Background: an optimization exercise with open tools, aiming at small area, a short achievable clock period and few clock cycles. Do not read the settings as production practice.
The RTL was checked by simulation tests, not by an equivalence proof against the original design.
Power is estimated from default activity; no workload was simulated.

Setup of job 7862:
==> flow/design.v (excerpt) <==
module pae_a_encoder (
    input  wire       clk,
    input  wire       rst,
    input  wire       start,
    input  wire [3:0] cfg_width,
    input  wire       cfg_swap,
    input  wire [1:0] cfg_mode,
    output wire       busy,
    output wire       done,
    input  wire       in_valid,
    input  wire [7:0] in_data,
    output wire       in_ready,
    output wire       out_valid,
    output wire [7:0] out_data,
    input  wire       out_ready
);
For scale: ~870 cells after synthesis, ~32 I/O pins.
Settings: LEC_CHECK=0, ABC_AREA=1, CAP_MARGIN=20, CORE_MARGIN=2, CORE_UTILIZATION=40, PLACE_DENSITY=0.6, SETUP_SLACK_MARGIN=4.2, SLEW_MARGIN=20; clock period 7.0 ns.
run.sh (not shown) runs the stock make flow with config.mk's settings and CLKGATE_MAP_FILE= SYNTH_SCRIPT=/design/flow/synth_recipe.tcl, a recipe that flattens the netlist after the stock synthesis.
Testbench counts of job 7862, summed over its fixed seeds: cycles 57,578.
[inputs] job 560 vs job 7862
-- flow/config.mk --
<<< job 7862, line 10
export CORE_MARGIN = 2
export CORE_UTILIZATION = 40
export PLACE_DENSITY = 0.6
export SETUP_SLACK_MARGIN = 4.2
export SLEW_MARGIN = 20
>>> job 560, line 10
export CORE_MARGIN = 2
export CORE_UTILIZATION = 50
export CTS_BUF_LIST = sky130_fd_sc_hd__clkbuf_8
export PLACE_DENSITY = 0.7
export SETUP_SLACK_MARGIN = 4.1
export SLEW_MARGIN = 20
==> comparison <==
Job 560 was carried through to the last stage, and its layout satisfied the timing, design-rule and antenna checks. Sequential share of layout area (lower): job 7862. Cmp job 560 vs job 7862: wire length on met1 lower in job 560. Looking at met1 usage across job 7862 and job 560, the one that comes out higher is job 560. Against job 7862, die area in job 560 came out better. Job 560 vs. job 7862: final instance area went down by 2.2%. Minimum setup slack in the final design is higher on job 7862. Compared with job 7862, job 560 shows layout buffer count excluding clock buffers that has gone down by a few percent. Diff job 7862 -> job 560: sequential power share grew by 4.2 points; die outline height lost about 10%; actual slew at the worst max-slew pin went down.
Changes in job 9937 relative to job 560:
-- flow/config.mk --
<<< job 560, line 10
export CORE_MARGIN = 2
export CORE_UTILIZATION = 50
export CTS_BUF_LIST = sky130_fd_sc_hd__clkbuf_8
export PLACE_DENSITY = 0.7
export SETUP_SLACK_MARGIN = 4.1
>>> job 9937, line 10
export CORE_MARGIN = 2
export CORE_UTILIZATION = 40
export PLACE_DENSITY = 0.6
export SETUP_SLACK_MARGIN = 4.1
[compare] base=job 560 new=job 9937: via count shrank by about 0.6%, growth of design area from synthesis to finish rose by 1.9 points, average cell area after synthesis barely changed, total cell area at the placement stage up about 0.8%. Job 9937 vs job 560 on power consumption: job 9937 is the higher one. Cell-internal power: job 9937 vs job 560 up about 5%. Worst slew margin relative to its limit improves in job 9937 relative to job 560. Combined area of all synthesized cells: job 9937 vs job 560, no meaningful difference. Higher worst setup slack for register-to-register paths among job 560 and job 9937: job 9937. Job 560 ended up with flip-flop to flip-flop as its kind of critical path; job 9937 ended up with primary input to flip-flop.
Setup changes, job 9937 to job 1115
-- flow/config.mk --
<<< job 9937, line 11
export CORE_UTILIZATION = 40
export PLACE_DENSITY = 0.6
export SETUP_SLACK_MARGIN = 4.1
>>> job 1115, line 11
export CORE_UTILIZATION = 40
export CTS_BUF_LIST = sky130_fd_sc_hd__clkbuf_8
export PLACE_DENSITY = 0.5
export SETUP_SLACK_MARGIN = 4.1
Results
- The critical path's slowest cell comes out sky130_fd_sc_hd__clkdlybuf4s50_1 in one run and sky130_fd_sc_hd__edfxtp_1 in the other, namely in job 9937 and job 1115 respectively.
- Compared with job 9937, in job 1115 clock network fraction of total power dropped 6.7 points; area share of and/or/nand/nor cells after synthesis roughly the same.
- Changes observed in job 1115 relative to job 9937: final area lower; share of the final layout cell area in sequential cells higher; final setup slack of the worst path higher.
What job 9001 does differently from job 1115 at the input level:
-- flow/config.mk --
<<< job 1115, line 11
export CORE_UTILIZATION = 40
export CTS_BUF_LIST = sky130_fd_sc_hd__clkbuf_8
export PLACE_DENSITY = 0.5
export SETUP_SLACK_MARGIN = 4.1
export SLEW_MARGIN = 20
>>> job 9001, line 11
export CORE_UTILIZATION = 40
export PLACE_DENSITY = 0.6
export SETUP_SLACK_MARGIN = 3.9
export SLEW_MARGIN = 20
Results
- flip-flop to flip-flop as the start-to-end type of the worst setup path was reported by job 1115, and primary input to flip-flop by job 9001.
- For initial DRC count, dividing the value from job 1115 by the value from job 9001 gives 0.868.
- [compare] base=job 1115 new=job 9001: pre-CTS setup slack shrank by 0.27 ns, critical path depth shows a reduction of 9.
- Sort job 9001 and job 1115 by clock network power consumption, ascending, and job 1115 comes first.
Inputs modified between job 9001 and job 1751:
-- flow/config.mk --
<<< job 9001, line 11
export CORE_UTILIZATION = 40
export PLACE_DENSITY = 0.6
export SETUP_SLACK_MARGIN = 3.9
export SLEW_MARGIN = 20
>>> job 1751, line 11
export CORE_UTILIZATION = 40
export CTS_BUF_LIST = sky130_fd_sc_hd__clkbuf_8
export CTS_CLUSTER_SIZE = 40
export PLACE_DENSITY = 0.6
export SETUP_SLACK_MARGIN = 4.1
export SLEW_MARGIN = 20
[summary]
Each of the runs, namely job 1751 and job 9001, reached the end of the flow and came out clean.
Job 1751 — routability-driven placement congestion ratio 4.6% lower, job 9001 as reference
Job 1751 has more setup slack than job 9001.
Comparing job 1751 with job 9001, the post-route worst hold slack came out essentially unchanged.
Taking job 9001 as the reference, in job 1751 area of all placed cells without fillers rose 220 sq um, number of clock-tree buffers in the layout about even.
The lower maximum ir drop on the vdd rail came out of job 1751.

==> re-timing with driven ports <==
The results above use ideal ports. As a check the final layouts listed here were re-extracted and re-timed, cells and wires unchanged. Step 1: set_driving_cell puts a clkbuf_16 on clk and a buf_2 on each other input, an assumption about the parent block. Step 2 moves the port delays by t, midway between the first and last clock arrival at a register: inputs arrive t later, outputs are due t later. That takes back most of the time a late clock gives input paths. Slacks: no drivers / after step 1 / after step 2; pairs: no drivers / after step 1.
run | shift t [ns] | setup slack, ns | worst register clock-pin slew, ns
job 7862 | 0.396 | 4.174 / 4.174 / 3.889 | 0.07 / 0.07
job 560 | 0.414 | 4.133 / 4.133 / 3.783 | 0.11 / 0.11
job 9937 | 0.393 | 4.146 / 4.126 / 3.768 | 0.08 / 0.08
job 1115 | 0.422 | 4.178 / 4.174 / 3.776 | 0.11 / 0.11
job 9001 | 0.398 | 4.006 / 3.969 / 3.628 | 0.08 / 0.08
job 1751 | 0.408 | 4.153 / 4.118 / 3.757 | 0.11 / 0.11
After both steps setup and hold are still met in every run listed. For job 1115, which loses most, drivers alone change the setup slack by -0.004 ns; drivers and shift together by -0.402 ns.
